This is an optimization exercise on Yosys and OpenROAD, whose aim is small area, not a production implementation. RTL that was checked went through simulation tests only; none was proved equivalent to the original. Only the layout flow was run in runs 3 and 4; the RTL was not checked for function there. Power and IR drop assume default switching activity.

$ cat config.mk
export PLATFORM = sky130hd
export DESIGN_NAME = swb
export DESIGN_NICKNAME = swb
export VERILOG_FILES = /design/flow/design.v
export SDC_FILE = /design/flow/constraint.sdc
export NUM_CORES = 4
export LEC_CHECK = 0
export ABC_AREA = 1
export CAP_MARGIN = 10
export CORE_MARGIN = 2
export CORE_UTILIZATION = 55
export PLACE_DENSITY = 0.7
export SLEW_MARGIN = 10
$ cat design.v
module swb_fmt (
    input  wire [27:0] r,
    input  wire [4:0]  ci,        
    output reg  [27:0] a,         
    output wire [2:0]  ndig,
    input  wire [3:0]  idx,       
    output reg  [7:0]  chr
);
    integer k;
    always @(*) begin
        a = r;
        for (k = 0; k < 6; k = k + 1)
            if ((k == 0 || ci[4:2] >= k) && r[4*k+:4] >= 4'd5)
                a[4*k+:4] = r[4*k+:4] + 4'd3;
    end
    assign ndig = (r[27:24] != 4'd0) ? 3'd5 :
                  (r[23:20] != 4'd0) ? 3'd4 :
                  (r[19:16] != 4'd0) ? 3'd3 :
                  (r[15:12] != 4'd0) ? 3'd2 : 3'd1;
    wire [3:0] e = 4'd10 + {1'b0, ndig} - idx;
    wire [2:0] slot = (e == 4'd1) ? 3'd0 : (e == 4'd2) ? 3'd1 : e[2:0] - 3'd2;
    always @(*) begin
        case (idx)
            4'd0: chr = 8'h54;
            4'd1: chr = 8'h69;
            4'd2: chr = 8'h6D;
            4'd3: chr = 8'h65;
            4'd4: chr = 8'h72;
            4'd5: chr = 8'h3A;
            4'd6: chr = 8'h20;
            default: begin
                if (e == 4'd0)      chr = 8'h73;
                else if (e == 4'd3) chr = 8'h2E;
                else                chr = {4'h3, r[4*slot+:4]};
            end
        endcase
    end
endmodule
module swb_ctx #(
    parameter integer CYC_US = 2         
) (
    input  wire        clk,
    input  wire        rst,
    input  wire        sel_h,            
    input  wire        sel_l,            
    input  wire        i_start,          
    input  wire        h_start,
    input  wire        l_start,
    input  wire        i_run,            
    input  wire        h_run,
    input  wire        l_run,
    input  wire [3:0]  start_op,
    input  wire [8:0]  start_arg,
    input  wire [23:0] cval,             
    output reg         i_busy,           
    output reg         h_busy,
    output reg         l_busy,
    output wire [3:0]  str_idx,          
    input  wire [7:0]  str_chr,          
    output wire        bus_we,           
    output wire        bus_rs,
    output wire [3:0]  bus_d,
    output wire        e_we,             
    output wire        e_val,
    output wire        mark_we,          
    output wire [1:0]  mark_val
);
    localparam [3:0] OP_INIT = 4'h1, OP_WRNIB = 4'h2, OP_WRBYTE = 4'h3,
                     OP_WRCHAR = 4'h4, OP_WRSTR = 4'h5, OP_SETCUR = 4'h6,
                     OP_FNSET = 4'h7, OP_ENTRY = 4'h8, OP_DISPCTL = 4'h9,
                     OP_SHIFT = 4'hA, OP_CLEAR = 4'hB;
    localparam integer W_PWR = 15000, W_1 = 4100, W_2 = 100, W_37 = 37, W_CLR = 1520;
    localparam [14:0] E_NIB    = 15'd6,  E_BYTE = 15'd13;
    localparam [14:0] E_PWR    = W_PWR * CYC_US;
    localparam [14:0] E_NIB_1  = E_NIB + W_1 * CYC_US;
    localparam [14:0] E_NIB_2  = E_NIB + W_2 * CYC_US;
    localparam [14:0] E_NIB_37 = E_NIB + W_37 * CYC_US;
    localparam [14:0] E_B37    = E_BYTE + W_37 * CYC_US;
    localparam [14:0] E_BCLR   = E_BYTE + W_CLR * CYC_US;
    reg [3:0]  op;
    reg [8:0]  arg;
    reg [4:0]  i_pc, h_pc, l_pc;
    reg [11:0] i_c;
    reg [6:0]  h_c, l_c;
    reg        h_clr, l_clr;
    reg [27:0] h_r, l_r;
    wire        i_init = (op == OP_INIT);
    wire [14:0] i_cv   = {i_init ? arg[8:6] : 3'd0, i_c};
    wire [4:0]  h_pcv  = h_clr ? 5'd0 : h_pc;
    wire [11:0] h_cv   = {h_clr ? h_pc : 5'd0, h_c};
    wire [4:0]  l_pcv  = l_clr ? 5'd0 : l_pc;
    wire [11:0] l_cv   = {l_clr ? l_pc : 5'd0, l_c};
    wire        sel_i = ~sel_h & ~sel_l;
    wire        start = i_start | h_start | l_start;
    wire        run   = i_run | h_run | l_run;
    wire [4:0]  pc = sel_h ? h_pcv : sel_l ? l_pcv : i_pc;
    wire [14:0] c  = sel_h ? {3'd0, h_cv} : sel_l ? {3'd0, l_cv} : i_cv;
    wire [27:0] r  = sel_h ? h_r : l_r;
    wire [27:0] a;
    wire [2:0]  nd;
    wire [7:0]  t_chr;
    wire        cv = (pc == 5'd0) && c[14:5] == 10'd0 && c[4:3] != 2'b11;
    swb_fmt u_fmt (.r(r), .ci(c[4:0]), .a(a), .ndig(nd), .idx(str_idx), .chr(t_chr));
    wire [3:0] cop = sel_i ? op : OP_WRSTR;
    wire [4:0] len = sel_i ? arg[4:0] : 5'd11 + {2'd0, nd};
    wire [3:0] k1  = (len[4] || len[3:0] > 4'd8) ? 4'd8 : len[3:0];
    reg        is_nib, is_byte, rs, last;
    reg [7:0]  data;
    reg [14:0] cend;
    assign str_idx = (pc > 5'd9) ? pc[3:0] - 4'd2 : pc[3:0] - 4'd1;
    always @(*) begin
        is_nib  = 1'b0;
        is_byte = 1'b1;
        rs      = 1'b0;
        data    = 8'h00;
        cend    = E_B37;
        last    = 1'b1;
        case (cop)
            OP_INIT: begin
                last = (pc == 5'd10);
                case (pc)
                    5'd0:  begin is_byte = 1'b0; cend = 15'd0; end
                    5'd1:  begin is_byte = 1'b0; cend = E_PWR; end
                    5'd2:  begin is_byte = 1'b0; is_nib = 1'b1; data = 8'h03; cend = E_NIB_1; end
                    5'd3:  begin is_byte = 1'b0; is_nib = 1'b1; data = 8'h03; cend = E_NIB_2; end
                    5'd4:  begin is_byte = 1'b0; is_nib = 1'b1; data = 8'h03; cend = E_NIB_37; end
                    5'd5:  begin is_byte = 1'b0; is_nib = 1'b1; data = {7'd1, arg[2]}; cend = E_NIB; end
                    5'd6:  data = {3'b001, arg[2:0], 2'b00};
                    5'd7:  begin data = 8'h01; cend = E_BCLR; end
                    5'd8:  data = 8'h0C;
                    5'd9:  data = 8'h06;
                    default: begin is_byte = 1'b0; cend = 15'd0; end
                endcase
            end
            OP_WRNIB:   begin is_byte = 1'b0; is_nib = 1'b1; rs = arg[4]; data = {4'h0, arg[3:0]}; cend = E_NIB; end
            OP_WRBYTE:  begin rs = arg[8]; data = arg[7:0]; cend = E_BYTE; end
            OP_WRCHAR:  begin rs = 1'b1; data = arg[7:0]; end
            OP_SETCUR:  data = {1'b1, arg[8] ? (7'h40 + arg[6:0]) : arg[6:0]};
            OP_FNSET:   data = {3'b001, arg[2:0], 2'b00};
            OP_ENTRY:   data = {6'b000001, arg[1:0]};
            OP_DISPCTL: data = {5'b00001, arg[2:0]};
            OP_SHIFT:   data = {4'b0001, arg[1:0], 2'b00};
            OP_CLEAR:   begin data = 8'h01; cend = E_BCLR; end
            default: begin    
                last = (pc == len + 5'd1);
                if (pc == 5'd0) begin
                    data = 8'h01; cend = E_BCLR;
                end else if (pc == {1'b0, k1} + 5'd1) begin
                    data = 8'hC0;
                end else begin
                    rs = 1'b1; data = sel_i ? str_chr : t_chr;
                end
            end
        endcase
    end
    wire       ph   = (c[14:4] == 11'd0);
    wire [3:0] p    = c[3:0];
    wire       endc = ((c & cend) == cend);    
    assign bus_we   = run && ph && (is_nib || is_byte) && (p == 4'd0 || (is_byte && p == 4'd7));
    assign e_we     = run && ph && (is_nib || is_byte) &&
                      (p == 4'd1 || p == 4'd4 || (is_byte && (p == 4'd8 || p == 4'd11)));
    assign e_val    = ~p[2] & ~p[1];
    assign bus_rs   = rs;
    assign bus_d    = (is_byte && !p[0]) ? data[7:4] : data[3:0];
    assign mark_we  = run && !is_nib && !is_byte && (pc == 5'd0 || pc == 5'd10) && c == 15'd0;
    assign mark_val = (pc == 5'd0) ? 2'd1 : 2'd2;
    wire [4:0]  n_pc   = start ? 5'd0 : pc + 5'd1;
    wire [14:0] n_c    = (start || endc) ? 15'd0 : c + 15'd1;
    wire        n_busy = start || !(endc && last);
    wire [27:0] n_r    = start ? {cval, 4'd0} : {a[26:0], a[27]};
    wire        pc_we  = start || endc;
    wire        r_we   = start || cv;
    wire        clr_n  = start || (pc == 5'd0 && !endc);    
    always @(posedge clk) begin
        if (i_start) begin
            op  <= start_op;
            arg <= start_arg;
        end else if (i_run && i_init)
            arg[8:6] <= n_c[14:12];
        if (i_start || i_run) i_c <= n_c[11:0];
        if ((i_start || i_run) && pc_we) i_pc <= n_pc;
        if (h_start || h_run) begin
            h_clr <= clr_n;
            h_c   <= n_c[6:0];
            if (clr_n)      h_pc <= n_c[11:7];
            else if (pc_we) h_pc <= n_pc;
        end
        if (l_start || l_run) begin
            l_clr <= clr_n;
            l_c   <= n_c[6:0];
            if (clr_n)      l_pc <= n_c[11:7];
            else if (pc_we) l_pc <= n_pc;
        end
        if ((h_start || h_run) && r_we) h_r <= n_r;
        if ((l_start || l_run) && r_we) l_r <= n_r;
        if (rst) begin
            i_busy <= 1'b0;
            h_busy <= 1'b0;
            l_busy <= 1'b0;
        end else begin
            if (i_start || i_run) i_busy <= n_busy;
            if (h_start || h_run) h_busy <= n_busy;
            if (l_start || l_run) l_busy <= n_busy;
        end
    end
endmodule
module swb #(
    parameter integer CYC_US   = 2,      
    parameter integer TICK_CYC = 1250    
) (
    input  wire        clk,
    input  wire        rst,
    input  wire        req_valid,
    input  wire [15:0] req_word,
    output wire        req_ready,
    input  wire        sb_we,
    input  wire [3:0]  sb_addr,
    input  wire [7:0]  sb_wdata,
    input  wire        reg_we,
    input  wire [3:0]  reg_addr,
    input  wire [31:0] reg_wdata,
    output reg  [31:0] reg_rdata,
    input  wire        ss_pin,
    input  wire        rst_pin,
    output reg         lcd_rs,
    output wire        lcd_rw,
    output reg         lcd_e,
    output reg  [3:0]  lcd_d
);
    localparam PRESSED_SS = 1'b0, PRESSED_RST = 1'b0;
    localparam [1:0] SES_UNINIT = 2'd0, SES_READY = 2'd2;
    localparam [3:0] OP_INIT = 4'h1, OP_WRSTR = 4'h5;
    localparam [3:0] H_IDLE = 4'd0, H0 = 4'd1, H1 = 4'd2, H1B = 4'd3, H2 = 4'd4,
                     H3 = 4'd5, H4 = 4'd6, H5 = 4'd7, H6 = 4'd8, H7 = 4'd9, H8 = 4'd10;
    localparam [3:0] L_IDLE = 4'd0, L0 = 4'd1, L1 = 4'd2, L2 = 4'd3, L3 = 4'd4,
                     L4 = 4'd5, L5 = 4'd6, L6 = 4'd7, L7 = 4'd8;
    localparam [3:0] R_ICON = 4'd0, R_IFLG = 4'd1, R_TMR = 4'd2, R_STAT = 4'd3,
                     R_ETCNT = 4'd4;
    reg [1:0]  session;
    reg [3:0]  hst, lst;
    reg        run;
    reg [31:0] n_et;
    reg [3:0]  tmr;
    reg [10:0] pre;
    reg        tmr_if, tmr_ie;
    reg        ss_if, rst_if, ss_ie, rst_ie, ss_edg, rst_edg;
    reg        ss_prev, rst_prev;
    reg [7:0]  strbuf [0:15];
    wire in_high = (hst != H_IDLE);
    wire in_low  = (lst != L_IDLE);
    wire req_high = (ss_if & ss_ie) | (tmr_if & tmr_ie & run);
    wire req_low  = rst_if & rst_ie;
    wire disp_h   = req_high & ~in_high;
    wire disp_l   = ~req_high & req_low & ~in_low & ~in_high;
    wire step     = ~disp_h & ~disp_l;
    wire step_h   = step & in_high;
    wire step_l   = step & ~in_high & in_low;
    wire step_i   = step & ~in_high & ~in_low;
    wire        i_busy, h_busy, l_busy;
    wire [3:0]  i_idx;
    wire        c_bwe, c_rs, c_ewe, c_e, c_mwe;
    wire [3:0]  c_d;
    wire [1:0]  c_m;
    wire [3:0]  r_op  = req_word[15:12];
    wire [11:0] r_arg = req_word[11:0];
    reg         r_ok;
    always @(*) begin
        case (r_op)
            4'h1, 4'h7, 4'h9: r_ok = (r_arg[11:3] == 9'd0);
            4'h2:             r_ok = (r_arg[11:5] == 7'd0);
            4'h3, 4'h6:       r_ok = (r_arg[11:9] == 3'd0);
            4'h4:             r_ok = (r_arg[11:8] == 4'd0);
            4'h5:             r_ok = (r_arg[11:8] == 4'd0) && (r_arg[7:0] <= 8'd16);
            4'h8, 4'hA:       r_ok = (r_arg[11:2] == 10'd0);
            4'hB:             r_ok = (r_arg == 12'd0);
            default:          r_ok = 1'b0;
        endcase
        if (r_op == OP_INIT) r_ok = r_ok && (session == SES_UNINIT);
        else                 r_ok = r_ok && (session == SES_READY);
    end
    assign req_ready = step_i & ~i_busy;
    wire   accept    = req_ready & req_valid;
    wire   i_start   = accept & r_ok;
    wire   i_run = step_i & i_busy;
    wire   h_run = step_h & h_busy;      
    wire   l_run = step_l & l_busy;      
    wire push_ok = (session == SES_READY);
    wire h_start = step_h & (hst == H6) & push_ok;
    wire l_start = step_l & (lst == L3) & push_ok;
    wire [23:0] cval = (n_et > 32'd9999999) ? 24'd9999999 : n_et[23:0];
    swb_ctx #(.CYC_US(CYC_US)) u_ctx (
        .clk(clk), .rst(rst), .sel_h(in_high), .sel_l(in_low),
        .i_start(i_start), .h_start(h_start), .l_start(l_start),
        .i_run(i_run), .h_run(h_run), .l_run(l_run),
        .start_op(r_op), .start_arg(r_arg[8:0]), .cval(cval),
        .i_busy(i_busy), .h_busy(h_busy), .l_busy(l_busy),
        .str_idx(i_idx), .str_chr(strbuf[i_idx]),
        .bus_we(c_bwe), .bus_rs(c_rs), .bus_d(c_d), .e_we(c_ewe), .e_val(c_e),
        .mark_we(c_mwe), .mark_val(c_m));
    assign lcd_rw = 1'b0;
    always @(posedge clk) begin
        if (rst) begin
            lcd_rs  <= 1'b0;
            lcd_d   <= 4'h0;
            lcd_e   <= 1'b0;
            session <= SES_UNINIT;
        end else begin
            if (c_bwe) begin lcd_rs <= c_rs; lcd_d <= c_d; end
            if (c_ewe) lcd_e <= c_e;
            if (c_mwe) session <= c_m;
        end
    end
    always @(posedge clk) begin
        if (sb_we && !i_busy)
            strbuf[sb_addr] <= sb_wdata;
    end
    wire ss_edge  = (ss_pin != ss_prev) && (ss_pin == ss_edg);
    wire rst_edge = (rst_pin != rst_prev) && (rst_pin == rst_edg);
    function [10:0] lfsr_after;
        input integer n;
        integer i;
        begin
            lfsr_after = 11'd1;
            for (i = 0; i < n; i = i + 1)
                lfsr_after = {lfsr_after[9:0], lfsr_after[10] ^ lfsr_after[8]};
        end
    endfunction
    localparam [10:0] PRE_LAST = lfsr_after(TICK_CYC - 1);
    wire tick     = (pre == PRE_LAST);
    wire wrap     = tick && (tmr == 4'hF);
    wire host_w   = reg_we;
    always @(posedge clk) begin
        if (rst) begin
            hst <= H_IDLE;
            lst <= L_IDLE;
            run <= 1'b0;
            tmr <= 4'd0;
            pre <= 11'd1;
            tmr_if <= 1'b0; tmr_ie <= 1'b0;
            ss_if <= 1'b0; rst_if <= 1'b0;
            ss_ie <= 1'b0; rst_ie <= 1'b0;
            ss_edg <= 1'b0; rst_edg <= 1'b0;
            ss_prev <= ss_pin; rst_prev <= rst_pin;
        end else begin
            ss_prev  <= ss_pin;
            rst_prev <= rst_pin;
            pre <= tick ? 11'd1 : {pre[9:0], pre[10] ^ pre[8]};
            if (host_w) begin
                case (reg_addr)
                    R_ICON: begin
                        ss_ie <= reg_wdata[0]; rst_ie <= reg_wdata[1]; tmr_ie <= reg_wdata[2];
                        ss_edg <= reg_wdata[4]; rst_edg <= reg_wdata[5];
                    end
                    R_IFLG: begin
                        if (!reg_wdata[0]) ss_if  <= 1'b0;
                        if (!reg_wdata[1]) rst_if <= 1'b0;
                        if (!reg_wdata[2]) tmr_if <= 1'b0;
                    end
                    default: ;
                endcase
            end
            if (step_l && lst == L2)          tmr <= 4'd0;
            else if (host_w && reg_addr == R_TMR) tmr <= reg_wdata[3:0];
            else if (tick)                    tmr <= tmr + 4'd1;
            if (disp_h) hst <= H0;
            if (disp_l) lst <= L0;
            if (step_h) begin
                case (hst)
                    H0: hst <= (ss_if & ss_ie) ? H1 : H4;
                    H1: begin
                        if (!run) begin tmr_if <= 1'b0; hst <= H1B; end
                        else      begin run <= 1'b0;    hst <= H2;  end
                    end
                    H1B: begin run <= 1'b1; hst <= H2; end
                    H2: if (ss_pin != PRESSED_SS) hst <= H3;
                    H3: begin ss_if <= 1'b0; hst <= H4; end
                    H4: hst <= (tmr_if & tmr_ie & run) ? H5 : H8;
                    H5: begin
                        tmr_if <= 1'b0;
                        hst <= H6;
                    end
                    H6: hst <= H7;
                    H7: if (!h_busy) hst <= H8;
                    default: hst <= H_IDLE;
                endcase
            end
            if (step_l) begin
                case (lst)
                    L0: lst <= (rst_if & rst_ie) ? L1 : L7;
                    L1: lst <= L2;
                    L2: lst <= L3;
                    L3: lst <= L4;
                    L4: if (!l_busy) lst <= L5;
                    L5: if (rst_pin != PRESSED_RST) lst <= L6;
                    L6: begin rst_if <= 1'b0; lst <= L7; end
                    default: lst <= L_IDLE;
                endcase
            end
            if (ss_edge)  ss_if  <= 1'b1;
            if (rst_edge) rst_if <= 1'b1;
            if (wrap)     tmr_if <= 1'b1;
        end
    end
    wire        n_inc_en = step_h && hst == H5;
    wire [32:0] n_sum    = {1'b0, n_et} + {32'd0, n_inc_en};
    always @(posedge clk) begin
        if (rst || (step_l && lst == L1))
            n_et <= 32'd0;
        else if (host_w && reg_addr == R_ETCNT && (!n_inc_en || n_sum[32]))
            n_et <= reg_wdata;
        else
            n_et <= n_sum[31:0] | {32{n_sum[32]}};
    end
    always @(*) begin
        case (reg_addr)
            R_ICON:  reg_rdata = {24'd0, 1'b0, 1'b1, rst_edg, ss_edg, 1'b0, tmr_ie, rst_ie, ss_ie};
            R_IFLG:  reg_rdata = {29'd0, tmr_if, rst_if, ss_if};
            R_TMR:   reg_rdata = {28'd0, tmr};
            R_STAT:  reg_rdata = {25'd0, rst_pin, ss_pin, in_high, in_low, run, session};
            R_ETCNT: reg_rdata = n_et;
            default: reg_rdata = 32'd0;
        endcase
    end
endmodule
$ cat standard.sh
#!/bin/bash
# synth_recipe.tcl (not shown) runs the flow's synth.tcl, then flattens the netlist and writes it again
# the make line also repeats each setting of config.mk as NAME=value (left out here)
make -C /OpenROAD-flow-scripts/flow DESIGN_CONFIG=/design/flow/config.mk WORK_HOME=/design/flow/orfs CLKGATE_MAP_FILE= SYNTH_SCRIPT=/design/flow/synth_recipe.tcl "${@:-finish}"
$ cat constraint.sdc
create_clock -name core_clock -period 25.0 [get_ports {clk}]
set_input_delay 5.0000 -clock core_clock [delete_from_list [all_inputs] [get_ports {clk}]]
set_output_delay 5.0000 -clock core_clock [all_outputs]
set_load 0.01 [all_outputs]
$ cat flow/run.sh
#!/bin/bash
# The standard layout (the standard.sh, standard synthesis unchanged) with
# two arguments changed: ports are buffered with buf_1 instead of the default
# buffer, and CTS uses clkbuf_8 in clusters of at most 18 sinks, without
# dummy loads. make's full output goes to standard.log.
set -euo pipefail
export BUFFER_PORTS_ARGS="-buffer_cell sky130_fd_sc_hd__buf_1"
export CTS_ARGS="-sink_clustering_enable -repair_clock_nets -dont_use_dummy_load -buf_list sky130_fd_sc_hd__clkbuf_8 -sink_clustering_size 18 -sink_clustering_max_diameter 70"
bash standard.sh > standard.log 2>&1
==> results of run 1 <==
-- worst reg2reg max path, delay by kind of cell (launching register included) --
kind	cells	cell delay (ns)
AOI/OAI and AO/OA	4	0.95
and+or+nand+nor	21	2.79
xor gates and xnor gates	1	0.24
buffers and inverters	6	1.36
adders and majority gates	3	1.02
DFF	1	0.42
-- registers in the layout, summed over array words and instances, names as in the netlist, 7 cells and up --
| signal | cells |
|---|---|
| u_ctx.l_r | 28 |
| pre | 11 |
| u_ctx.i_c | 12 |
| u_ctx.l_c | 7 |
| n_et | 32 |
| u_ctx.h_r | 28 |
| u_ctx.arg | 9 |
| u_ctx.h_c | 7 |
| strbuf | 128 |
-- synth_stat cells, drive strengths merged, types with 3 or more instances --
cell type  number  area (sq um)
nand4          28           175
a2111oi         3          26.3
nand3         107           553
o2111ai        10          93.8
clkinv          4          20.0
clkbuf         31           116
dfxtp          77          1540
inv           277          1040
a311oi         12           105
edfxtp        240          7210
o21a            7          52.6
o221ai         15           138
nand2         362          1420
a211oi         18           135
nand3b          7          52.6
nor3           70           365
a31oi          12          75.1
o211ai         12          90.1
xor2           38           333
xnor2          12           105
a221oi          6          52.6
nor4           10          62.6
ha             31           388
o21ai         127           643
or2            29           181
o31ai           7          52.6
mux2i          23           230
nor3b           3          22.5
nor2          272          1060
a21oi          77           400
o22ai          19           119
buf            20           141
-- logic make-up (layout without fill, tap and decap cells) --
logic type,after synthesis,after routing,synth area share
buffers and inverters,332,425,0.0767
other,1,1,0.000218
adder cells (fa/ha/maj),32,32,0.0237
flip-flops,317,317,0.509
AO/OA/AOI/OAI,339,339,0.123
AND/OR/NAND/NOR,892,892,0.228
multiplexers,25,25,0.0147
XOR/XNOR,50,50,0.0255
-- layout make-up --
type,count,area [sq um],share of cell area
Inverter,281,1060,0.0581
Sequential cell,317,8750,0.479
Clock buffer,24,330,0.0181
Timing Repair Buffer,120,492,0.0269
Multi-Input combinational cell,1339,7140,0.391
Tap cell,396,495,0.0271
-- power by group --
part / leakage [nW] / switching (mW) / internal [mW]
Clock: 0.173 / 0.159 / 0.0859
Combinational: 3.94 / 0.308 / 0.128
Sequential: 2.79 / 0.00398 / 0.586
Total: 6.90 / 0.471 / 0.800
-- routing by layer --
layer	track usage	part of all wire
met1	0.396	0.43
met2	0.462	0.46
met3	0.0425	0.074
met4	0.0987	0.034
met5	0	0.00027
-- final timing paths --
kind                     start               endpoint  slack [ns]  cells past startpoint
min          pre[5]$_SDFF_PP0_      pre[6]$_SDFF_PP0_        0.43                      2
max                reg_addr[0]           reg_rdata[2]       13.14                      9
min reg2reg  pre[5]$_SDFF_PP0_      pre[6]$_SDFF_PP0_        0.43                      2
max reg2reg  hst[0]$_SDFF_PP0_  lcd_d[1]$_SDFFE_PP0P_       18.10                     35
==> impl_metrics.tcl, run 1 <==
set metrics [dict create \
    status "finished clean" \
    drv_slew 0 \
    grt_usage 0.286 \
    clock-root-buffer "clkbuf_8" \
    relSlewSlack 0.308 \
    p_total_mw 1.27 \
    cpLargestDelayFamily "buffers and inverters" \
    final_core_util 0.596 \
    grt.overflow.total 0 \
    stdcell_count 2477 \
    path_max_fanout 29 \
    synthToLayoutAreaGrowth_pct 6.22 \
    wl_per_cell_um 19.2 \
    pre_cts_slack_ns 13.19 \
    ys.flop_type "edfxtp_1" \
    fillers 2785 \
    grt_pass1_wl_mm 74.3 \
    finalSetupViolations 0 \
    gp_congestion 0.980 \
    synth_area_per_cell_sq_um 8.65 \
    ctsHtreeMaxLevel 1 \
    cts_hold_buf 0 \
    ir_worst_vdd_uv 63.4 \
    dpl.hpwl_mm 34.6 \
    detail_route.first_pass.iterations 6 \
    finalSetupTns_ns 0 \
    drive_gt1_frac 0.0519 \
    clock-sinks 317 \
    ys_warn_count 3 \
    clk_pin_slew_ns 0.10 \
    mostFrequentLayoutCell "nand2_1" \
    antenna_cells_inserted 0 \
    hold_viol 0 \
    power.density_nw_per_um2 69.6 \
    final_cell_area_sq_um 18300 \
    synthArstFlopShare 0 \
    whs_ns 0.428 \
    endpoint_kind "output port" \
    fmax_mhz 84.3 \
    drc 0 \
    ys_seq_elements 317 \
    die-height_um 181 \
    seq_area_frac_synth 0.509 \
    clock_skew_ns 0.0789 \
    grt_pass1_vias 13700 \
    clockBufferDepth 3 \
    syn_area_sq_um 17200 \
    critical_path.cell_chain "buf_1 > nor2_1 > inv_1 > nor3_1 > inv_1 > o22ai_1 > a221oi_1 > o21ai_0 > buf_1" \
    io_buffers 109 \
    first_iter_violations 1552 \
    synth_edf_count 240 \
    period_minus_slack_ns 11.86 \
    viasPerCell 5.81 \
    worst_slew_pin_slew_ns 1.04 \
    grt_max_degree 49 \
    rows 64 \
    start_util 0.561 \
    arrival_ns 6.86 \
    finalWirelength_mm 47.5 \
    syn-num-nets 2091 \
    cts_tree "built" \
    rsz0062_at_grt "no" \
    dp.cells 2453 \
    clk_latency_ns 0.62 \
    layout_common_cells "nand2_1, inv_1, nor2_1" \
    min_period_over_period 0.474 \
    slowest_stage "inv_1" \
    hp-class "reg -> reg" \
    antenna_found_initial 1 \
    post_cts_buffers 0 \
    crit_path_start_kind "input pin" \
    ys_types 70 \
    io_pins 111 \
    worst_slack_ns 13.14 \
    crit_buf_inv 4 \
    dr_total_vias 14400 \
    path_class "in -> out" \
    ant_nets 0 \
    cpPeakStageDelay_ns 0.51 \
    p_leak_nw 6.90 \
    place_area_sq_um 17900 \
    fp.dieW_um 181 \
    core_area_sq_um 30700 \
    cp.required_ns 20.00 \
    dieArea_sq_um 32700 \
    cts_buffers 24 \
    postSynthCellCount 1988 \
    cts.repair.resized 0 \
    num-nets-final 2186 \
    drv_cap 0 \
]
==> run 2: changes to the inputs <==
--- a/design.v
+++ b/design.v
@@ -401,15 +401,14 @@
             if (wrap)     tmr_if <= 1'b1;
         end
     end
-    wire        n_inc_en = step_h && hst == H5;
-    wire [32:0] n_sum    = {1'b0, n_et} + {32'd0, n_inc_en};
+    wire [32:0] n_inc = {1'b0, n_et} + 33'd1;
     always @(posedge clk) begin
         if (rst || (step_l && lst == L1))
             n_et <= 32'd0;
-        else if (host_w && reg_addr == R_ETCNT && (!n_inc_en || n_sum[32]))
+        else if (step_h && hst == H5 && !n_inc[32])
+            n_et <= n_inc[31:0];
+        else if (host_w && reg_addr == R_ETCNT)
             n_et <= reg_wdata;
-        else
-            n_et <= n_sum[31:0] | {32{n_sum[32]}};
     end
     always @(*) begin
         case (reg_addr)
==> run.sh (new file) <==
#!/bin/bash
# synth_recipe.tcl (not shown) runs the flow's synth.tcl, then flattens the netlist and writes it again
# the make line also repeats each setting of config.mk as NAME=value (left out here)
make -C /OpenROAD-flow-scripts/flow DESIGN_CONFIG=/design/flow/config.mk WORK_HOME=/design/flow/orfs CLKGATE_MAP_FILE= SYNTH_SCRIPT=/design/flow/synth_recipe.tcl finish
--- a/config.mk
+++ b/config.mk
@@ -6,8 +6,11 @@
 export NUM_CORES = 4
 export LEC_CHECK = 0
 export ABC_AREA = 1
-export CAP_MARGIN = 10
+export CAP_MARGIN = 20
 export CORE_MARGIN = 2
 export CORE_UTILIZATION = 55
+export CTS_BUF_LIST = sky130_fd_sc_hd__clkbuf_4 sky130_fd_sc_hd__clkbuf_8
+export CTS_CLUSTER_DIAMETER = 50
+export CTS_CLUSTER_SIZE = 12
 export PLACE_DENSITY = 0.7
-export SLEW_MARGIN = 10
+export SLEW_MARGIN = 20
removed: flow/run.sh
removed: standard.sh
==> run 2 against run 1 <==
First-iteration DRC count up 4.4%; setup slack worse by 0.60 ns; global-route usage is 1.4 points higher; via count grew 6.8%; clock-buffer cell count rose by 29; clock power rose by about 60%; sequential share of layout area down 3.9 points; critical path depth unchanged; register-to-register slack improved by 0.51 ns; area after synthesis increased by 2.5%; highest routed layer unchanged.
==> impl_metrics.tcl, run 2 <==
set metrics [dict create \
    finalWirelength_mm 50.7 \
    rsz0062_at_grt "no" \
    dieArea_sq_um 33500 \
    synthToLayoutAreaGrowth_pct 12.7 \
    core_area_sq_um 31600 \
    seqPwrFrac 0.423 \
    finalSetupTns_ns 0 \
    dp.cells 2608 \
    clockBufferDepth 3 \
    critical_path.cell_chain "clkdlybuf4s50_1 > nor2_1 > inv_1 > nor3_1 > inv_1 > o22ai_1 > a221oi_1 > o21ai_0 > clkdlybuf4s50_1" \
    cp.required_ns 20.00 \
    grt_pass1_vias 14500 \
    ys_warn_count 3 \
    ctsHtreeMaxLevel 2 \
    clock-sinks 317 \
    cpPeakStageDelay_ns 0.65 \
    worst_slew_pin_slew_ns 0.973 \
    path_class "in -> out" \
    status "finished clean" \
    cts.repair.resized 0 \
    endpoint_kind "output port" \
    antenna_cells_inserted 0 \
    min_period_over_period 0.498 \
    grt.overflow.total 0 \
    clock_skew_ns 0.0274 \
    mostFrequentLayoutCell "nand2_1" \
    drv_slew 0 \
    first_iter_violations 1621 \
    synth_area_per_cell_sq_um 8.24 \
    period_minus_slack_ns 12.45 \
    grt_max_degree 43 \
    drive_gt1_frac 0.0742 \
    drc 0 \
    stdcell_count 2679 \
    antenna_found_initial 1 \
    power.density_nw_per_um2 69.5 \
    clk_latency_ns 0.57 \
    dr_total_vias 15400 \
    post_cts_buffers 0 \
    slowest_stage "inv_1" \
    synthArstFlopShare 0 \
    layout_common_cells "nand2_1, nor2_1, inv_1" \
    viasPerCell 5.74 \
    dpl.hpwl_mm 37.0 \
    die-height_um 183 \
    gp_congestion 0.969 \
    crit_buf_inv 4 \
    top_regs "strbuf x128, n_et x32" \
    fmax_mhz 80.3 \
    synthTopCellsByArea "edfxtp_1, nand2_1, dfxtp_1" \
    ant_nets 0 \
    largest_reg_flops 128 \
    cpLargestDelayFamily "buffers and inverters" \
    synth_area_leader_cell "edfxtp_1" \
    p_sw_frac 0.355 \
    ys_seq_elements 317 \
    largest_register "strbuf" \
    syn_area_sq_um 17600 \
    cts_buffers 39 \
    fp.dieW_um 183 \
    postSynthCellCount 2140 \
    p_clk_frac 0.284 \
    grt_usage 0.301 \
    ir_worst_vdd_uv 52.9 \
    relSlewSlack 0.349 \
    clk_pin_slew_ns 0.07 \
    ys.flop_type "edfxtp_1" \
    syn-num-nets 2242 \
    ys_top_cells_by_count "nand2_1, nor2_1, inv_1" \
    wl_per_cell_um 18.9 \
    cts_tree "built" \
    p_leak_nw 7.77 \
    hold_viol 0 \
    clock-root-buffer "clkbuf_8" \
    synth_edf_count 240 \
    io_buffers 109 \
    arrival_ns 7.45 \
    pwr-share-comb 0.293 \
    detail_route.first_pass.iterations 10 \
    seq_area_frac_synth 0.496 \
    p_sw_mw 0.491 \
    crit_path_start_kind "input pin" \
    rows 65 \
    ys_types 63 \
    synth_most_common_cell "nand2_1" \
    synth_top_area_frac 0.409 \
    hp-class "reg -> reg" \
    p_total_mw 1.38 \
    start_util 0.559 \
    finalSetupViolations 0 \
    p_int_mw 0.891 \
    num-nets-final 2349 \
    io_pins 111 \
    drv_cap 0 \
    cts_hold_buf 0 \
    path_max_fanout 32 \
    grt_pass1_wl_mm 78.8 \
]
run 2: logic make-up (layout without fill, tap and decap cells):
| logic type | after synthesis | count (layout) | share of synthesized area |
|---|---|---|---|
| AND/OR/NAND/NOR | 1028 | 1028 | 0.252 |
| buffers and inverters | 354 | 491 | 0.0795 |
| AO/OA/AOI/OAI | 350 | 350 | 0.119 |
| flip-flops | 317 | 317 | 0.496 |
| XOR/XNOR | 55 | 55 | 0.0273 |
| adder cells (fa/ha/maj) | 31 | 31 | 0.0224 |
| multiplexers | 4 | 4 | 0.00241 |
| other | 1 | 1 | 0.000213 |
run 2: through the flow:
stage / hold slack [ns] / cell area [sq um] / util / setup slack, ns
2_1_floorplan: 0.408 / 17600 / - / 14.01
3_3_place_gp: 0.418 / 19100 / 0.604 / 12.69
3_5_place_dp: 0.419 / 19100 / 0.604 / 12.62
4_1_cts: 0.432 / 19900 / 0.630 / 12.61
5_1_grt: 0.442 / 19900 / 0.630 / 12.34
6_report: 0.428 / 19900 / 0.630 / 12.55
run 2: power groups by stage:
stage               logic (mW)  registers [mW]  clock network (mW)
floorplan                0.280           0.595                   0
global placement         0.391           0.596                   0
detailed placement       0.398           0.596                   0
CTS                      0.400           0.584               0.399
global route             0.449           0.584               0.420
finish                   0.406           0.584               0.392
run 2: path summary, 6_finish.rpt:
kind,start,end,slack [ns],cells past startpoint
min reg2reg,pre[5]$_SDFF_PP0_,pre[6]$_SDFF_PP0_,0.43,2
max reg2reg,hst[0]$_SDFF_PP0_,lcd_d[2]$_SDFFE_PP0P_,18.61,29
min,pre[5]$_SDFF_PP0_,pre[6]$_SDFF_PP0_,0.43,2
max,reg_addr[1],reg_rdata[1],12.55,9
run 2: worst min-delay path, delay by kind of cell, from the launching register on:
family,cells,cell delay [ns]
buffers and inverters,1,0.04
flip-flops,1,0.31
AND/OR/NAND/NOR,1,0.03
run 2: per-layer routing:
metal / share of wire / vias to the layer above / global-route usage
met5: 0.00028 / - / 0
met4: 0.029 / 2 / 0.0928
met3: 0.072 / 109 / 0.0411
met2: 0.46 / 617 / 0.488
met1: 0.44 / 7249 / 0.421
li1: - / 7400 / -
run 2: area by class of cell:
| cell class | count | area, sq um |
|---|---|---|
| inverters | 298 | 1130 |
| clock buffers | 53 | 661 |
| fillers | 2800 | 11700 |
| flip-flops and latches | 317 | 8750 |
| multi-input cells | 1469 | 7490 |
| well taps | 402 | 503 |
| repair buffers | 122 | 1190 |
| clock inverters | 18 | 160 |
==> run 3: changes to the inputs <==
--- a/design.v
+++ b/design.v
@@ -80,21 +80,14 @@
     reg [3:0]  op;
     reg [8:0]  arg;
     reg [4:0]  i_pc, h_pc, l_pc;
-    reg [11:0] i_c;
-    reg [6:0]  h_c, l_c;
-    reg        h_clr, l_clr;
+    reg [14:0] i_c;
+    reg [11:0] h_c, l_c;
     reg [27:0] h_r, l_r;
-    wire        i_init = (op == OP_INIT);
-    wire [14:0] i_cv   = {i_init ? arg[8:6] : 3'd0, i_c};
-    wire [4:0]  h_pcv  = h_clr ? 5'd0 : h_pc;
-    wire [11:0] h_cv   = {h_clr ? h_pc : 5'd0, h_c};
-    wire [4:0]  l_pcv  = l_clr ? 5'd0 : l_pc;
-    wire [11:0] l_cv   = {l_clr ? l_pc : 5'd0, l_c};
     wire        sel_i = ~sel_h & ~sel_l;
     wire        start = i_start | h_start | l_start;
     wire        run   = i_run | h_run | l_run;
-    wire [4:0]  pc = sel_h ? h_pcv : sel_l ? l_pcv : i_pc;
-    wire [14:0] c  = sel_h ? {3'd0, h_cv} : sel_l ? {3'd0, l_cv} : i_cv;
+    wire [4:0]  pc = sel_h ? h_pc : sel_l ? l_pc : i_pc;
+    wire [14:0] c  = sel_h ? {3'd0, h_c} : sel_l ? {3'd0, l_c} : i_c;
     wire [27:0] r  = sel_h ? h_r : l_r;
     wire [27:0] a;
     wire [2:0]  nd;
@@ -170,27 +163,17 @@
     wire [27:0] n_r    = start ? {cval, 4'd0} : {a[26:0], a[27]};
     wire        pc_we  = start || endc;
     wire        r_we   = start || cv;
-    wire        clr_n  = start || (pc == 5'd0 && !endc);    
     always @(posedge clk) begin
         if (i_start) begin
             op  <= start_op;
             arg <= start_arg;
-        end else if (i_run && i_init)
-            arg[8:6] <= n_c[14:12];
-        if (i_start || i_run) i_c <= n_c[11:0];
-        if ((i_start || i_run) && pc_we) i_pc <= n_pc;
-        if (h_start || h_run) begin
-            h_clr <= clr_n;
-            h_c   <= n_c[6:0];
-            if (clr_n)      h_pc <= n_c[11:7];
-            else if (pc_we) h_pc <= n_pc;
-        end
-        if (l_start || l_run) begin
-            l_clr <= clr_n;
-            l_c   <= n_c[6:0];
-            if (clr_n)      l_pc <= n_c[11:7];
-            else if (pc_we) l_pc <= n_pc;
         end
+        if (i_start || i_run) i_c <= n_c;
+        if (h_start || h_run) h_c <= n_c[11:0];
+        if (l_start || l_run) l_c <= n_c[11:0];
+        if ((i_start || i_run) && pc_we) i_pc <= n_pc;
+        if ((h_start || h_run) && pc_we) h_pc <= n_pc;
+        if ((l_start || l_run) && pc_we) l_pc <= n_pc;
         if ((h_start || h_run) && r_we) h_r <= n_r;
         if ((l_start || l_run) && r_we) l_r <= n_r;
         if (rst) begin
@@ -282,8 +265,8 @@
     wire   accept    = req_ready & req_valid;
     wire   i_start   = accept & r_ok;
     wire   i_run = step_i & i_busy;
-    wire   h_run = step_h & h_busy;      
-    wire   l_run = step_l & l_busy;      
+    wire   h_run = step_h & (hst == H7) & h_busy;
+    wire   l_run = step_l & (lst == L4) & l_busy;
     wire push_ok = (session == SES_READY);
     wire h_start = step_h & (hst == H6) & push_ok;
     wire l_start = step_l & (lst == L3) & push_ok;
--- a/config.mk
+++ b/config.mk
@@ -5,7 +5,6 @@
 export SDC_FILE = /design/flow/constraint.sdc
 export NUM_CORES = 4
 export LEC_CHECK = 0
-export ABC_AREA = 1
 export CAP_MARGIN = 20
 export CORE_MARGIN = 2
 export CORE_UTILIZATION = 55
==> run 3 against run 2 <==
Synthesized cell count fell by 15%; global-route usage is 0.61 points higher; sequential share of layout area is 0.55 points higher; fmax rose by 2.6%; sequential power is 1% higher; die area rose by 3.1%; utilization down 0.38 points; via count fell by 0.66%; critical path depth is 3 lower; design area is 2.5% higher; register-to-register slack lost 1.5 ns; cell count shrank 12%; critical endpoint is now reg_rdata[2]; highest routed layer is now met4.
==> impl_metrics.tcl, run 3 <==
set metrics [dict create \
    clk_pin_slew_ns 0.07 \
    dr_total_vias 15300 \
    post_cts_buffers 0 \
    power.density_nw_per_um2 50.5 \
    path_max_fanout 36 \
    num-nets-final 1983 \
    p_total_mw 1.03 \
    rsz0062_at_grt "no" \
    synthTopCellsByArea "edfxtp_1, dfxtp_1, nor2_1" \
    pre_cts_slack_ns 12.85 \
    clock-sinks 328 \
    fmax_mhz 82.4 \
    grt_usage 0.307 \
    slowest_stage "clkdlybuf4s50_1" \
    crit_path_start "reg_addr[1]" \
    synthArstFlopShare 0 \
    fp.dieW_um 186 \
    period_minus_slack_ns 12.14 \
    critical_path.cell_chain "clkdlybuf4s50_1 > nor4b_2 > buf_4 > a22oi_1 > o21ai_0 > clkdlybuf4s50_1" \
    detail_route.first_pass.iterations 8 \
    ys.flop_type "edfxtp_1" \
    synth_area_leader_cell "edfxtp_1" \
    highest_layer "met4" \
    cts_tree "built" \
    crit_path_start_kind "input pin" \
    ctsHtreeMaxLevel 2 \
    top_regs "strbuf x128, n_et x32" \
    cts_buffers 37 \
    wl_met3_mm 4.93 \
    p_leak_nw 6.94 \
    arrival_ns 7.14 \
    reg2reg_from "lst[3]$_SDFF_PP0_" \
    synth_area_per_cell_sq_um 10.0 \
    ant_nets 0 \
    seqCellArea_sq_um 9080 \
    clock_skew_ns 0.0375 \
    endpoint_kind "output port" \
    grt_pass1_vias 14300 \
    ir_worst_vdd_uv 50.3 \
    drv_cap 0 \
    fillers 2775 \
    dieArea_sq_um 34600 \
    ys_types 100 \
    rows 66 \
    dpl.hpwl_mm 37.5 \
    syn-num-nets 1920 \
    clk_latency_ns 0.58 \
    path_class "in -> out" \
    viasPerCell 6.49 \
    gp_congestion 0.951 \
    cp.required_ns 20.00 \
    clock-root-buffer "clkbuf_8" \
    mostFrequentLayoutCell "edfxtp_1" \
    start_util 0.559 \
    hold_start "pre[2]$_SDFF_PP0_" \
    drv_slew 0 \
    finalSetupViolations 0 \
    ys_top_cells_by_count "edfxtp_1, nor2_1, nand2_1" \
    synth_top_area_frac 0.414 \
    dp.cells 2284 \
    relSlewSlack 0.277 \
    final_core_util 0.626 \
    cpPeakStageDelay_ns 0.61 \
    syn_area_sq_um 18200 \
    io_pins 111 \
    io_buffers 109 \
    stdcell_count 2352 \
    status "finished clean" \
    layout_common_cells "edfxtp_1, nor2_1, nand2_1" \
    drive_gt1_frac 0.0785 \
    first_iter_violations 1579 \
    largest_register "strbuf" \
    drt-met1-wl_mm 22.8 \
    ys_warn_count 3 \
    clockBufferDepth 3 \
    final_cell_area_sq_um 20400 \
    wl_per_cell_um 22.7 \
    worst_slack_ns 12.86 \
    worst_slew_pin_slew_ns 1.08 \
    largest_reg_flops 128 \
    hold_viol 0 \
    wl_met2_mm 24.3 \
    whs_ns 0.429 \
    synthToLayoutAreaGrowth_pct 11.9 \
    grt.overflow.total 0 \
    cts_hold_buf 0 \
    worst_path_most_repeated_cell "clkdlybuf4s50_1" \
    finalWirelength_mm 53.3 \
    grt_max_degree 57 \
    antenna_found_initial 0 \
    place_area_sq_um 19600 \
    postSynthCellCount 1818 \
    die-height_um 186 \
    synth_most_common_cell "edfxtp_1" \
    drc 0 \
    ys_seq_elements 328 \
    core_area_sq_um 32500 \
    min_period_over_period 0.486 \
    synth_edf_count 251 \
    seq_area_frac_synth 0.499 \
    cts.repair.resized 0 \
    antenna_cells_inserted 0 \
    multi_input_comb_area_sq_um 8440 \
    finalSetupTns_ns 0 \
    hp-class "reg -> reg" \
    grt_pass1_wl_mm 81.5 \
]
-- run 3: cell count changes after synthesis, moves of 32 or more --
cell	previous run	this run
a211oi_1	12	44
nand2_1	433	161
and2_1	0	38
nand3_1	117	61
nor2_1	301	180
clkbuf_1	29	74
inv_1	277	56
mux2i_1	2	66
-- run 3: path summary, 6_finish.rpt --
kind / end / slack (ns) / cells after the start
setup / recovery: reg_rdata[2] / 12.86 / 6
setup reg to reg: lcd_d[3]$_SDFFE_PP0P_ / 17.10 / 21
hold / removal: pre[3]$_SDFF_PP0_ / 0.43 / 1
hold reg to reg: pre[3]$_SDFF_PP0_ / 0.43 / 1
-- run 3: cells by family after synthesis --
group / share of synthesized area
and+or+nand+nor: 0.175
muxes: 0.0511
adders and majority gates: 0.0223
xor gates and xnor gates: 0.0263
AOI/OAI and AO/OA: 0.186
buffers and inverters: 0.0403
DFF: 0.499
other: 0.000206
-- run 3: metal layers --
metal / GRT usage / up-vias
met1: 0.440 / 7408
met4: 0.0904 / 0
met5: 0 / -
met2: 0.477 / 742
li1: - / 7035
met3: 0.0540 / 91
-- run 3: worst max-delay path: cells and delay by family --
kind / cells / cell delay (ns)
compound gates: 2 / 0.26
simple gates: 1 / 0.33
buf+inv: 3 / 1.55
-- run 3: area by class of cell --
| cell class | count | share of cell area |
|---|---|---|
| flip-flops and latches | 328 | 0.446 |
| multi-input cells | 1319 | 0.414 |
| repair buffers | 134 | 0.0628 |
| clock buffers | 55 | 0.0323 |
| well taps | 442 | 0.0272 |
| inverters | 61 | 0.0114 |
| clock inverters | 13 | 0.00645 |
-- run 3: where the power goes --
| group | total, mW | internal (mW) | switching (mW) | leakage (nW) |
|---|---|---|---|---|
| Combinational | 0.0518 | 0.0211 | 0.0307 | 3.63 |
| Sequential | 0.592 | 0.589 | 0.00362 | 2.89 |
| Clock | 0.385 | 0.185 | 0.200 | 0.420 |
==> run 4: changes to the inputs <==
==> flow/run.sh (new file) <==
#!/bin/bash
# The standard layout (the standard.sh, standard synthesis unchanged) with
# two placement/CTS arguments changed: ports are buffered with buf_1 instead of
# the default buffer, and CTS inserts no dummy loads.
set -euo pipefail
export BUFFER_PORTS_ARGS="-buffer_cell sky130_fd_sc_hd__buf_1"
export CTS_ARGS="-sink_clustering_enable -repair_clock_nets -dont_use_dummy_load -buf_list sky130_fd_sc_hd__clkbuf_8 -sink_clustering_size 20 -sink_clustering_max_diameter 60"
bash standard.sh > standard.log 2>&1
==> standard.sh (new file) <==
#!/bin/bash
# synth_recipe.tcl (not shown) runs the flow's synth.tcl, then flattens the netlist and writes it again
# the make line also repeats each setting of config.mk as NAME=value (left out here)
make -C /OpenROAD-flow-scripts/flow DESIGN_CONFIG=/design/flow/config.mk WORK_HOME=/design/flow/orfs CLKGATE_MAP_FILE= SYNTH_SCRIPT=/design/flow/synth_recipe.tcl "${@:-finish}"
--- a/config.mk
+++ b/config.mk
@@ -8,8 +8,8 @@
 export CAP_MARGIN = 20
 export CORE_MARGIN = 2
 export CORE_UTILIZATION = 55
-export CTS_BUF_LIST = sky130_fd_sc_hd__clkbuf_4 sky130_fd_sc_hd__clkbuf_8
-export CTS_CLUSTER_DIAMETER = 50
-export CTS_CLUSTER_SIZE = 12
+export CTS_BUF_LIST = sky130_fd_sc_hd__clkbuf_8
+export CTS_CLUSTER_DIAMETER = 60
+export CTS_CLUSTER_SIZE = 20
 export PLACE_DENSITY = 0.7
 export SLEW_MARGIN = 20
removed: run.sh
==> run 4 against run 3 <==
Still clean; wire length shrank 1.7%; design area fell by 5.5%; first-iteration DRC count shrank 7.7%; register-to-register slack got worse by 0.30 ns; synthesized cell count unchanged; power shrank 13%; clock power decreased by 32%; clock skew rose by 0.016 ns; critical path type unchanged.
==> impl_metrics.tcl, run 4 <==
set metrics [dict create \
    postSynthCellCount 1818 \
    p_leak_nw 6.42 \
    cts.repair.resized 0 \
    cts_buffers 27 \
    arrival_ns 6.40 \
    gp_congestion 0.958 \
    largest_register "strbuf" \
    core_area_sq_um 32500 \
    first_iter_violations 1457 \
    fillers 2895 \
    hold_start "pre[7]$_SDFF_PP0_" \
    clk_latency_ns 0.61 \
    antenna_cells_inserted 0 \
    place_area_sq_um 18900 \
    post_cts_buffers 0 \
    synth_edf_count 251 \
    syn_area_sq_um 18200 \
    drive_gt1_frac 0.0573 \
    critical_path.cell_chain "buf_1 > nor4b_2 > buf_4 > a222oi_1 > inv_1 > buf_1" \
    clock_skew_ns 0.0540 \
    seqCellArea_sq_um 9080 \
    ys_types 100 \
    synthTopCellsByArea "edfxtp_1, dfxtp_1, nor2_1" \
    dieArea_sq_um 34600 \
    rows 66 \
    synthArstFlopShare 0 \
    reg2reg_from "lst[2]$_SDFF_PP0_" \
    crit_buf_inv 4 \
    drc 0 \
    io_buffers 109 \
    final_cell_area_sq_um 19300 \
    ant_nets 0 \
    io_pins 111 \
    wl_met2_mm 23.3 \
    endpoint_kind "output port" \
    ys_warn_count 3 \
    dpl.hpwl_mm 37.2 \
    power.density_nw_per_um2 46.7 \
    ys_seq_elements 328 \
    syn-num-nets 1920 \
    cpPeakStageDelay_ns 0.38 \
    ys.flop_type "edfxtp_1" \
    drv_slew 0 \
    whs_ns 0.434 \
    dr_total_vias 15100 \
    wl_per_cell_um 22.7 \
    rsz0062_at_grt "no" \
    highest_layer "met4" \
    cp.required_ns 20.00 \
    relSlewSlack 0.281 \
    clock-root-buffer "clkbuf_8" \
    reg2reg_depth 20 \
    synth_top_area_frac 0.414 \
    hold_viol 0 \
    cts_tree "built" \
    ff2ff_setup_slack_ns 16.80 \
    path_max_fanout 36 \
    synth_area_leader_cell "edfxtp_1" \
    hp-class "reg -> reg" \
    synth_most_common_cell "edfxtp_1" \
    min_to "pre[8]$_SDFF_PP0_" \
    finalSetupViolations 0 \
    seq_area_frac_synth 0.499 \
    multi_input_comb_area_sq_um 8440 \
    layout_common_cells "edfxtp_1, nor2_1, nand2_1" \
    rr_endpoint "lcd_d[3]$_SDFFE_PP0P_" \
    detail_route.first_pass.iterations 6 \
    ys_top_cells_by_count "edfxtp_1, nor2_1, nand2_1" \
    ir_worst_vdd_uv 49.8 \
    drv_cap 0 \
    grt.overflow.total 0 \
    drt-met1-wl_mm 22.5 \
    mostFrequentLayoutCell "edfxtp_1" \
    ctsHtreeMaxLevel 1 \
    antenna_found_initial 0 \
    largest_reg_flops 128 \
    cpLargestDelayFamily "buffers and inverters" \
    crit_path_start_kind "input pin" \
    grt_max_degree 57 \
    period_minus_slack_ns 11.40 \
    synth_area_per_cell_sq_um 10.0 \
    worst_slew_pin_slew_ns 1.08 \
    grt_usage 0.302 \
    start_util 0.559 \
    path_class "in -> out" \
    fp.dieW_um 186 \
    clock-sinks 328 \
    grt_pass1_wl_mm 80.5 \
    viasPerCell 6.54 \
    status "finished clean" \
    num-nets-final 1971 \
    synthToLayoutAreaGrowth_pct 5.82 \
    p_total_mw 0.900 \
    finalWirelength_mm 52.5 \
    cp_num_cells 6 \
    top_regs "strbuf x128, n_et x32" \
    wl_met3_mm 4.76 \
    clockBufferDepth 3 \
    fmax_mhz 87.7 \
    die-height_um 186 \
    cts_hold_buf 0 \
    finalSetupTns_ns 0 \
    slowest_stage "buf_1" \
    worst_path_most_repeated_cell "buf_1" \
    dp.cells 2282 \
    min_period_over_period 0.456 \
    stdcell_count 2309 \
    min_path_cells 1 \
    grt_pass1_vias 13900 \
    clk_pin_slew_ns 0.08 \
]
run 4: cell counts after synthesis:
Identical to the previous run, type by type.
run 4: how the worst max path moves through the flow:
| stage | from | endpoint | slack [ns] |
|---|---|---|---|
| 2_1_floorplan | reg_addr[1] | reg_rdata[0] | 13.44 |
| 3_3_place_gp | reg_addr[1] | reg_rdata[4] | 13.69 |
| 3_5_place_dp | reg_addr[1] | reg_rdata[4] | 13.65 |
| 4_1_cts | reg_addr[1] | reg_rdata[4] | 13.63 |
| 5_1_grt | reg_addr[1] | reg_rdata[4] | 13.49 |
| 6_report | reg_addr[1] | reg_rdata[4] | 13.60 |
run 4: layer usage:
metal | track usage | vias up
met5 | 0 | -
met4 | 0.102 | 0
li1 | - | 6980
met1 | 0.433 | 7283
met2 | 0.462 | 710
met3 | 0.0579 | 122
run 4: cells by family (layout without fill, tap and decap cells):
kind of cell,after synthesis,after routing,synth area share
simple gates,660,660,0.175
flops,328,328,0.499
buf+inv,171,220,0.0403
mux,84,84,0.0511
fa+ha+maj,32,32,0.0223
xor+xnor,53,53,0.0263
other cells,1,1,0.000206
compound gates,489,489,0.186
run 4: worst reg2reg max path, stage by stage (launching register included):
cell	delay, ns
dfxtp_1	0.53
or4_4	0.77
o211ai_1	0.37
o21a_1	0.46
ha_1	0.63
a211oi_1	0.20
o311ai_1	0.30
o31a_2	0.66
inv_2	0.55
ha_1	0.38
inv_1	0.05
ha_1	0.13
inv_1	0.05
fa_1	0.41
xnor2_1	0.29
o21ai_1	0.30
nand3_1	0.56
nor3_1	0.23
nor4b_1	0.60
o2111ai_1	0.39
a22oi_1	0.26
run 4: metrics by stage:
stage / util / setup WS (ns)
2_1_floorplan: - / 13.44
3_3_place_gp: 0.580 / 13.69
3_5_place_dp: 0.580 / 13.65
4_1_cts: 0.592 / 13.63
5_1_grt: 0.592 / 13.49
6_report: 0.592 / 13.60
run 4: final cells by class:
| class | count | share of cell area |
|---|---|---|
| inverters | 61 | 0.0120 |
| flip-flops and latches | 328 | 0.472 |
| clock buffers | 27 | 0.0193 |
| well taps | 442 | 0.0287 |
| repair buffers | 132 | 0.0302 |
| multi-input cells | 1319 | 0.438 |
run 4: report_power, final:
group	internal (mW)	switching [mW]
logic	0.0136	0.0307
registers	0.589	0.00359
clock network	0.0961	0.167
total	0.698	0.201

port drivers added, routing unchanged:
The flow's constraints put no driver on any port. The routed layouts listed below were extracted and timed again, unchanged, in two steps.
Step 1: set_driving_cell puts a clkbuf_16 on clk and a buf_2 on each other input, an assumption about the parent block.
Step 2 moves the port delays by t, midway between the first and last clock arrival at a register: inputs arrive t later, outputs are due t later. That takes back most of the time a late clock gives input paths.
Slacks: no drivers / after step 1 / after step 2; pairs: no drivers / after step 1.
run | t (ns) | setup WS [ns] | worst register clock-pin slew, ns | worst slew at a driven data input, ns
run 1 | 0.626 | 13.143 / 13.122 / 13.122 | 0.11 / 0.11 | 0.06
run 2 | 0.611 | 12.545 / 12.521 / 12.521 | 0.09 / 0.09 | 0.08
run 3 | 0.619 | 12.858 / 12.835 / 12.835 | 0.09 / 0.09 | 0.07
run 4 | 0.641 | 13.599 / 13.576 / 13.576 | 0.12 / 0.12 | 0.06
After both steps setup and hold are still met in every run listed. The setup slack of run 2, which loses most, moves by -0.024 ns with the drivers and by -0.024 ns with both steps.
